Background: an optimization exercise with open tools, aiming at small area, a short achievable clock period and few clock cycles. Do not read the settings as production practice.
Function was checked by simulation only, so behaviour that the tests miss may differ from the original.
Power is estimated from default activity; no workload was simulated.

==> v27: inputs <==
==> flow/design.v (excerpt) <==
module luma12 #(
    parameter integer P_MAX = 64
) (
    input  wire        clk,
    input  wire        rst_n,
    input  wire [25:0] paddr,
    input  wire        psel,
    input  wire        penable,
    input  wire        pwrite,
    input  wire [31:0] pwdata,
    input  wire [3:0]  pstrb,
    output wire [31:0] prdata,
    output wire        pready,
    output wire        pslverr,
    output wire        irq
);
export LEC_CHECK = 0
export ABC_AREA = 0
export CAP_MARGIN = 20
export CORE_MARGIN = 2
export CORE_UTILIZATION = 40
export SLEW_MARGIN = 20
create_clock -name core_clock -period 18.0 [get_ports {clk}]
run.sh (not shown) runs the stock make flow with config.mk's settings and CLKGATE_MAP_FILE= SYNTH_SCRIPT=/design/flow/synth_recipe.tcl, a recipe that flattens the netlist after the stock synthesis.
==> v35: changes against v27 <==
--- a/flow/design.v
+++ b/flow/design.v
@@ -31,17 +31,17 @@
     reg [33:0] hm_acc;
     reg [6:0]  hm_n;
     reg [4:0]  hm_cnt;
     wire       hm_done = hm_cnt[4];
     reg        eng_act;      
     reg [6:0]  eng_rp;       
     reg [5:0]  eng_ew;       
-    reg [23:0] eng_hold;     
+    reg [31:0] eng_w;        
+    reg [31:16] eng_hold;    
     reg [6:0]  eng_np;       
-    reg [23:0] eng_pix;      
     reg [5:0]  eng_p1;
     reg        eng_v1;
     reg [17:0] eng_n;        
     reg [5:0]  eng_p2;
     reg        eng_v2;       
     wire        aligned = (paddr[1:0] == 2'b00);
     wire [1:0]  region  = paddr[25:24];
@@ -49,15 +49,16 @@
     wire reg_sel = (region == 2'b00) && (paddr[23:12] == 12'd0) && (reg_idx <= 10'd22);
     wire ib_sel  = (region == 2'b01) && (paddr[23:8] == 16'd0) && (paddr[7:0] < IB_BYTES);
     wire ob_sel  = (region == 2'b10) && (paddr[23:7] == 17'd0);
     wire bus_err = !aligned
                  | !(reg_sel | ib_sel | ob_sel)
                  | (reg_sel & pwrite & (pstrb != 4'hF));
     wire [4:0] ob_k = paddr[6:2];
-    reg [31:0] rd_q;
+    reg [31:0] rd1_q, rd2_q;
+    reg        rv_q;       
     reg        err_q, rdy_q, acc_q;
     reg        wib_q, wob_q, wreg_q;
     reg [5:0]  a_q;
     reg [2:0]  c_q;        
     reg [3:0]  s_q;
     reg [1:0]  chk_q;      
     reg        go_q;       
@@ -66,21 +67,25 @@
     wire eng_used = eng_act | eng_go;
     wire ob_pending = eng_act & ({ob_k, 1'b1} >= eng_p2);
     wire is_cmd     = reg_sel & (reg_idx[4:0] == 5'd3);
     wire conflict   = (eng_act & (pwrite | ib_sel))
                     | (ob_sel & ob_pending)
                     | (pwrite & is_cmd & !hm_done);
     wire [5:0]  ib_sel_w = eng_used ? eng_ew : paddr[7:2];
-    reg  [31:0] ib_word;
+    reg  [31:0] ib_lo, ib_hi;            
     integer ri;
     always @(*) begin
-        ib_word = 32'd0;
-        for (ri = 0; ri < IB_BYTES/4; ri = ri + 1)
-            ib_word = ib_word | ({32{ib_sel_w == ri}} & ibw[ri]);
+        ib_lo = 32'd0;
+        ib_hi = 32'd0;
+        for (ri = 0; ri < IB_BYTES/8; ri = ri + 1) begin
+            ib_lo = ib_lo | ({32{ib_sel_w == ri}} & ibw[ri]);
+            ib_hi = ib_hi | ({32{ib_sel_w == ri + IB_BYTES/8}} & ibw[ri + IB_BYTES/8]);
+        end
     end
+    wire [31:0] ib_word = ib_lo | ib_hi;
     wire [4:0] ri5 = reg_idx[4:0];
     wire [31:0] reg_rd =
           ({32{ri5 == 5'd0}}  & 32'h4C554D41)
         | ({32{ri5 == 5'd1}}  & 32'h00010000)
         | ({32{ri5 == 5'd2}}  & {30'd0, meta_copy, irq_en})
         | ({32{ri5 == 5'd4}}  & {20'd0, 2'b00, err_code, 4'd0, cmd_err, err, done, 1'b0})
         | ({32{ri5 == 5'd5}}  & {24'd0, src_fmt})
@@ -97,44 +102,47 @@
         | ({32{ri5 == 5'd16}} & {24'd0, out_n, 1'b0})
         | ({32{ri5 == 5'd17}} & out_seq)
         | ({32{ri5 == 5'd18}} & out_sec)
         | ({32{ri5 == 5'd19}} & out_nsec)
         | ({32{ri5 == 5'd20}} & frame_count)
         | ({32{ri5 == 5'd21}} & err_count)
         | ({32{ri5 == 5'd22}} & P_MAX);
-    wire [31:0] ib_rd = ib_word;
     reg  [31:0] ob_rd;
     always @(*) begin
         ob_rd = 32'd0;
         for (ri = 0; ri < OB_BYTES/4; ri = ri + 1)
             ob_rd = ob_rd | ({32{ob_k == ri}} & obw[ri]);
     end
-    wire [31:0] rd_next = (pwrite | bus_err) ? 32'd0 :
-                          reg_sel ? reg_rd :
-                          ib_sel  ? ib_rd  : ob_rd;
+    wire        r_ib  = (region == 2'b01) & !eng_used;
+    wire        r_reg = (region == 2'b00);
+    wire        r_ob  = (region == 2'b10);
+    wire [31:0] rd_p1 = ({32{r_ib}} & ib_lo) | ({32{r_reg}} & reg_rd);
+    wire [31:0] rd_p2 = ({32{r_ib}} & ib_hi) | ({32{r_ob}} & ob_rd);
     wire bad_fmt = (src_fmt != 8'h01);
     wire bad_len = ({2'b00, src_len} != hm_acc);
     wire bad_cap = (hm_acc > 34'd192);    
     wire [1:0] chk = bad_fmt ? 2'd1 : bad_len ? 2'd2 : bad_cap ? 2'd3 : 2'd0;
     always @(posedge clk) begin
-        rd_q   <= rd_next;
+        rd1_q  <= rd_p1;
+        rd2_q  <= rd_p2;
+        rv_q   <= !pwrite & !bus_err;
         err_q  <= bus_err;
         rdy_q  <= !conflict;
         wib_q  <= pwrite & ib_sel & !bus_err;
         wob_q  <= pwrite & ob_sel & !bus_err;
         wreg_q <= pwrite & reg_sel & !bus_err;
         a_q    <= paddr[7:2];
         c_q    <= {pwdata > 32'd3, pwdata == 32'd2, pwdata == 32'd1};
         s_q    <= pstrb;
         chk_q  <= chk;
         go_q   <= pwrite & is_cmd & !bus_err & (pwdata == 32'd1) & (chk == 2'd0) & (hm_n != 7'd0);
         if (!rst_n) acc_q <= 1'b0;
         else        acc_q <= psel & (!penable | !rdy_q);
     end
-    assign prdata  = rd_q;
+    assign prdata  = {32{rv_q}} & (rd1_q | rd2_q);
     assign pslverr = err_q;
     assign pready  = rdy_q;
     wire reg_wr = fire & wreg_q;
     wire ib_wr  = fire & wib_q;
     wire ob_wr  = fire & wob_q;
     wire cmd_wr = reg_wr & (a_q[4:0] == 5'd3);
     wire cmd_start = cmd_wr & c_q[0];
@@ -170,30 +178,31 @@
     integer j;
     always @(posedge clk) begin
         for (j = 0; j < 4; j = j + 1) begin
             if (ib_wr && s_q[j]) ibw[a_q][8*j +: 8] <= d_q[8*j +: 8];
             if (wb_be[j])        obw[wb_word][8*j +: 8] <= wb_data[8*j +: 8];
         end
     end
-    reg [23:0] pix_sel;
+    reg [23:0] eng_pix;
     always @(*) begin
-        case (eng_rp[1:0])
-            2'd0: pix_sel = ib_word[23:0];
-            2'd1: pix_sel = {ib_word[15:0], eng_hold[23:16]};
-            2'd2: pix_sel = {ib_word[7:0], eng_hold[23:8]};
-            default: pix_sel = eng_hold;
+        case (eng_p1[1:0])
+            2'd0: eng_pix = eng_w[23:0];
+            2'd1: eng_pix = {eng_w[15:0], eng_hold[31:24]};
+            2'd2: eng_pix = {eng_w[7:0], eng_hold[31:16]};
+            default: eng_pix = eng_w[31:8];
         endcase
     end
     always @(posedge clk) begin
-        eng_pix <= eng_used ? pix_sel : ibw[0][23:0];
+        if (!eng_used) begin
+            eng_w <= ibw[0];
+        end else if (eng_rp[1:0] != 2'd3) begin
+            eng_w    <= ib_word;
+            eng_hold <= eng_w[31:16];
+        end
         eng_p1  <= eng_used ? eng_rp[5:0] : 6'd0;
-        if (!eng_used)
-            eng_hold <= ibw[0][31:8];
-        else if (eng_rp[1:0] != 2'd3)
-            eng_hold <= ib_word[31:8];
         eng_n   <= wsum(eng_pix);
         eng_p2  <= eng_p1;
     end
     wire fetch = eng_used & (eng_go ? (hm_n != 7'd1) : (eng_rp != eng_np));
     always @(posedge clk) begin
         if (!rst_n) begin
             irq_en      <= 1'b0;
==> flow/flow/run.sh (new file) <==
#!/bin/bash
set -euo pipefail
bash standard.sh SETUP_SLACK_MARGIN=11 TNS_END_PERCENT=10 finish > standard_flow.log 2>&1
==> flow/standard.sh (new file) <==
#!/bin/bash
# synth_recipe.tcl (not shown) runs the flow's synth.tcl, then flattens the netlist and writes it again
# the make line also repeats each setting of config.mk as NAME=value (left out here)
make -C /OpenROAD-flow-scripts/flow DESIGN_CONFIG=/design/flow/config.mk WORK_HOME=/design/flow/orfs CLKGATE_MAP_FILE= SYNTH_SCRIPT=/design/flow/synth_recipe.tcl "${@:-finish}"
removed: flow/run.sh
==> v26: changes against v27 <==
--- a/flow/design.v
+++ b/flow/design.v
@@ -31,17 +31,17 @@
     reg [33:0] hm_acc;
     reg [6:0]  hm_n;
     reg [4:0]  hm_cnt;
     wire       hm_done = hm_cnt[4];
     reg        eng_act;      
     reg [6:0]  eng_rp;       
     reg [5:0]  eng_ew;       
-    reg [23:0] eng_hold;     
+    reg [31:0] eng_w;        
+    reg [31:16] eng_hold;    
     reg [6:0]  eng_np;       
-    reg [23:0] eng_pix;      
     reg [5:0]  eng_p1;
     reg        eng_v1;
     reg [17:0] eng_n;        
     reg [5:0]  eng_p2;
     reg        eng_v2;       
     wire        aligned = (paddr[1:0] == 2'b00);
     wire [1:0]  region  = paddr[25:24];
@@ -49,15 +49,16 @@
     wire reg_sel = (region == 2'b00) && (paddr[23:12] == 12'd0) && (reg_idx <= 10'd22);
     wire ib_sel  = (region == 2'b01) && (paddr[23:8] == 16'd0) && (paddr[7:0] < IB_BYTES);
     wire ob_sel  = (region == 2'b10) && (paddr[23:7] == 17'd0);
     wire bus_err = !aligned
                  | !(reg_sel | ib_sel | ob_sel)
                  | (reg_sel & pwrite & (pstrb != 4'hF));
     wire [4:0] ob_k = paddr[6:2];
-    reg [31:0] rd_q;
+    reg [31:0] rd1_q, rd2_q;
+    reg        rv_q;       
     reg        err_q, rdy_q, acc_q;
     reg        wib_q, wob_q, wreg_q;
     reg [5:0]  a_q;
     reg [2:0]  c_q;        
     reg [3:0]  s_q;
     reg [1:0]  chk_q;      
     reg        go_q;       
@@ -66,21 +67,25 @@
     wire eng_used = eng_act | eng_go;
     wire ob_pending = eng_act & ({ob_k, 1'b1} >= eng_p2);
     wire is_cmd     = reg_sel & (reg_idx[4:0] == 5'd3);
     wire conflict   = (eng_act & (pwrite | ib_sel))
                     | (ob_sel & ob_pending)
                     | (pwrite & is_cmd & !hm_done);
     wire [5:0]  ib_sel_w = eng_used ? eng_ew : paddr[7:2];
-    reg  [31:0] ib_word;
+    reg  [31:0] ib_lo, ib_hi;            
     integer ri;
     always @(*) begin
-        ib_word = 32'd0;
-        for (ri = 0; ri < IB_BYTES/4; ri = ri + 1)
-            ib_word = ib_word | ({32{ib_sel_w == ri}} & ibw[ri]);
+        ib_lo = 32'd0;
+        ib_hi = 32'd0;
+        for (ri = 0; ri < IB_BYTES/8; ri = ri + 1) begin
+            ib_lo = ib_lo | ({32{ib_sel_w == ri}} & ibw[ri]);
+            ib_hi = ib_hi | ({32{ib_sel_w == ri + IB_BYTES/8}} & ibw[ri + IB_BYTES/8]);
+        end
     end
+    wire [31:0] ib_word = ib_lo | ib_hi;
     wire [4:0] ri5 = reg_idx[4:0];
     wire [31:0] reg_rd =
           ({32{ri5 == 5'd0}}  & 32'h4C554D41)
         | ({32{ri5 == 5'd1}}  & 32'h00010000)
         | ({32{ri5 == 5'd2}}  & {30'd0, meta_copy, irq_en})
         | ({32{ri5 == 5'd4}}  & {20'd0, 2'b00, err_code, 4'd0, cmd_err, err, done, 1'b0})
         | ({32{ri5 == 5'd5}}  & {24'd0, src_fmt})
@@ -97,44 +102,47 @@
         | ({32{ri5 == 5'd16}} & {24'd0, out_n, 1'b0})
         | ({32{ri5 == 5'd17}} & out_seq)
         | ({32{ri5 == 5'd18}} & out_sec)
         | ({32{ri5 == 5'd19}} & out_nsec)
         | ({32{ri5 == 5'd20}} & frame_count)
         | ({32{ri5 == 5'd21}} & err_count)
         | ({32{ri5 == 5'd22}} & P_MAX);
-    wire [31:0] ib_rd = ib_word;
     reg  [31:0] ob_rd;
     always @(*) begin
         ob_rd = 32'd0;
         for (ri = 0; ri < OB_BYTES/4; ri = ri + 1)
             ob_rd = ob_rd | ({32{ob_k == ri}} & obw[ri]);
     end
-    wire [31:0] rd_next = (pwrite | bus_err) ? 32'd0 :
-                          reg_sel ? reg_rd :
-                          ib_sel  ? ib_rd  : ob_rd;
+    wire        r_ib  = (region == 2'b01) & !eng_used;
+    wire        r_reg = (region == 2'b00);
+    wire        r_ob  = (region == 2'b10);
+    wire [31:0] rd_p1 = ({32{r_ib}} & ib_lo) | ({32{r_reg}} & reg_rd);
+    wire [31:0] rd_p2 = ({32{r_ib}} & ib_hi) | ({32{r_ob}} & ob_rd);
     wire bad_fmt = (src_fmt != 8'h01);
     wire bad_len = ({2'b00, src_len} != hm_acc);
     wire bad_cap = (hm_acc > 34'd192);    
     wire [1:0] chk = bad_fmt ? 2'd1 : bad_len ? 2'd2 : bad_cap ? 2'd3 : 2'd0;
     always @(posedge clk) begin
-        rd_q   <= rd_next;
+        rd1_q  <= rd_p1;
+        rd2_q  <= rd_p2;
+        rv_q   <= !pwrite & !bus_err;
         err_q  <= bus_err;
         rdy_q  <= !conflict;
         wib_q  <= pwrite & ib_sel & !bus_err;
         wob_q  <= pwrite & ob_sel & !bus_err;
         wreg_q <= pwrite & reg_sel & !bus_err;
         a_q    <= paddr[7:2];
         c_q    <= {pwdata > 32'd3, pwdata == 32'd2, pwdata == 32'd1};
         s_q    <= pstrb;
         chk_q  <= chk;
         go_q   <= pwrite & is_cmd & !bus_err & (pwdata == 32'd1) & (chk == 2'd0) & (hm_n != 7'd0);
         if (!rst_n) acc_q <= 1'b0;
         else        acc_q <= psel & (!penable | !rdy_q);
     end
-    assign prdata  = rd_q;
+    assign prdata  = {32{rv_q}} & (rd1_q | rd2_q);
     assign pslverr = err_q;
     assign pready  = rdy_q;
     wire reg_wr = fire & wreg_q;
     wire ib_wr  = fire & wib_q;
     wire ob_wr  = fire & wob_q;
     wire cmd_wr = reg_wr & (a_q[4:0] == 5'd3);
     wire cmd_start = cmd_wr & c_q[0];
@@ -170,30 +178,31 @@
     integer j;
     always @(posedge clk) begin
         for (j = 0; j < 4; j = j + 1) begin
             if (ib_wr && s_q[j]) ibw[a_q][8*j +: 8] <= d_q[8*j +: 8];
             if (wb_be[j])        obw[wb_word][8*j +: 8] <= wb_data[8*j +: 8];
         end
     end
-    reg [23:0] pix_sel;
+    reg [23:0] eng_pix;
     always @(*) begin
-        case (eng_rp[1:0])
-            2'd0: pix_sel = ib_word[23:0];
-            2'd1: pix_sel = {ib_word[15:0], eng_hold[23:16]};
-            2'd2: pix_sel = {ib_word[7:0], eng_hold[23:8]};
-            default: pix_sel = eng_hold;
+        case (eng_p1[1:0])
+            2'd0: eng_pix = eng_w[23:0];
+            2'd1: eng_pix = {eng_w[15:0], eng_hold[31:24]};
+            2'd2: eng_pix = {eng_w[7:0], eng_hold[31:16]};
+            default: eng_pix = eng_w[31:8];
         endcase
     end
     always @(posedge clk) begin
-        eng_pix <= eng_used ? pix_sel : ibw[0][23:0];
+        if (!eng_used) begin
+            eng_w <= ibw[0];
+        end else if (eng_rp[1:0] != 2'd3) begin
+            eng_w    <= ib_word;
+            eng_hold <= eng_w[31:16];
+        end
         eng_p1  <= eng_used ? eng_rp[5:0] : 6'd0;
-        if (!eng_used)
-            eng_hold <= ibw[0][31:8];
-        else if (eng_rp[1:0] != 2'd3)
-            eng_hold <= ib_word[31:8];
         eng_n   <= wsum(eng_pix);
         eng_p2  <= eng_p1;
     end
     wire fetch = eng_used & (eng_go ? (hm_n != 7'd1) : (eng_rp != eng_np));
     always @(posedge clk) begin
         if (!rst_n) begin
             irq_en      <= 1'b0;
CAP_MARGIN = 50   (was 20)
CORE_UTILIZATION = 50   (was 40)
SLEW_MARGIN = 50   (was 20)
==> summary of the runs <==
Critical path depth is the same in v35 and v26. In v35 the clock power is higher than in v26, by about 1%. Via count, lowest first: v35, v26, v27. Between v26 and v27, the lower global-route usage is in v27 (gap 5.5 points).
Testbench counts of v27, summed over its fixed seeds: cycles 12,698.
Testbench counts of v35, summed over its fixed seeds: cycles 12,698.
Testbench counts of v26, summed over its fixed seeds: cycles 12,698.

-- afterwards: timing with drivers on the ports --
The flow's constraints put no driver on any port. The routed layouts listed below were extracted and timed again, unchanged, in two steps.
Step 1: set_driving_cell puts a clkbuf_16 on clk and a buf_2 on each other input, an assumption about the parent block.
Step 2, shift: input delay + t, output delay - t, t = (earliest + latest rising clock arrival at the registers) / 2. This alone moves slack from input paths to output paths.
a / b / c = ideal ports / drivers / drivers and shift; a / b = the first two.
| run | t (ns) | setup WS [ns] | slew at the worst register clock pin (ns) | cell pins on the clock port's net |
|---|---|---|---|---|
| v27 | 1.050 | 8.996 / 9.025 / 7.975 | 0.07 / 0.07 | 1 |
| v35 | 1.018 | 10.760 / 10.718 / 9.700 | 0.07 / 0.07 | 1 |
| v26 | 1.034 | 10.297 / 10.232 / 9.198 | 0.07 / 0.07 | 1 |
After both steps every run listed still meets setup and hold. The setup slack of v26, which loses most, moves by -0.065 ns with the drivers and by -1.099 ns with both steps.
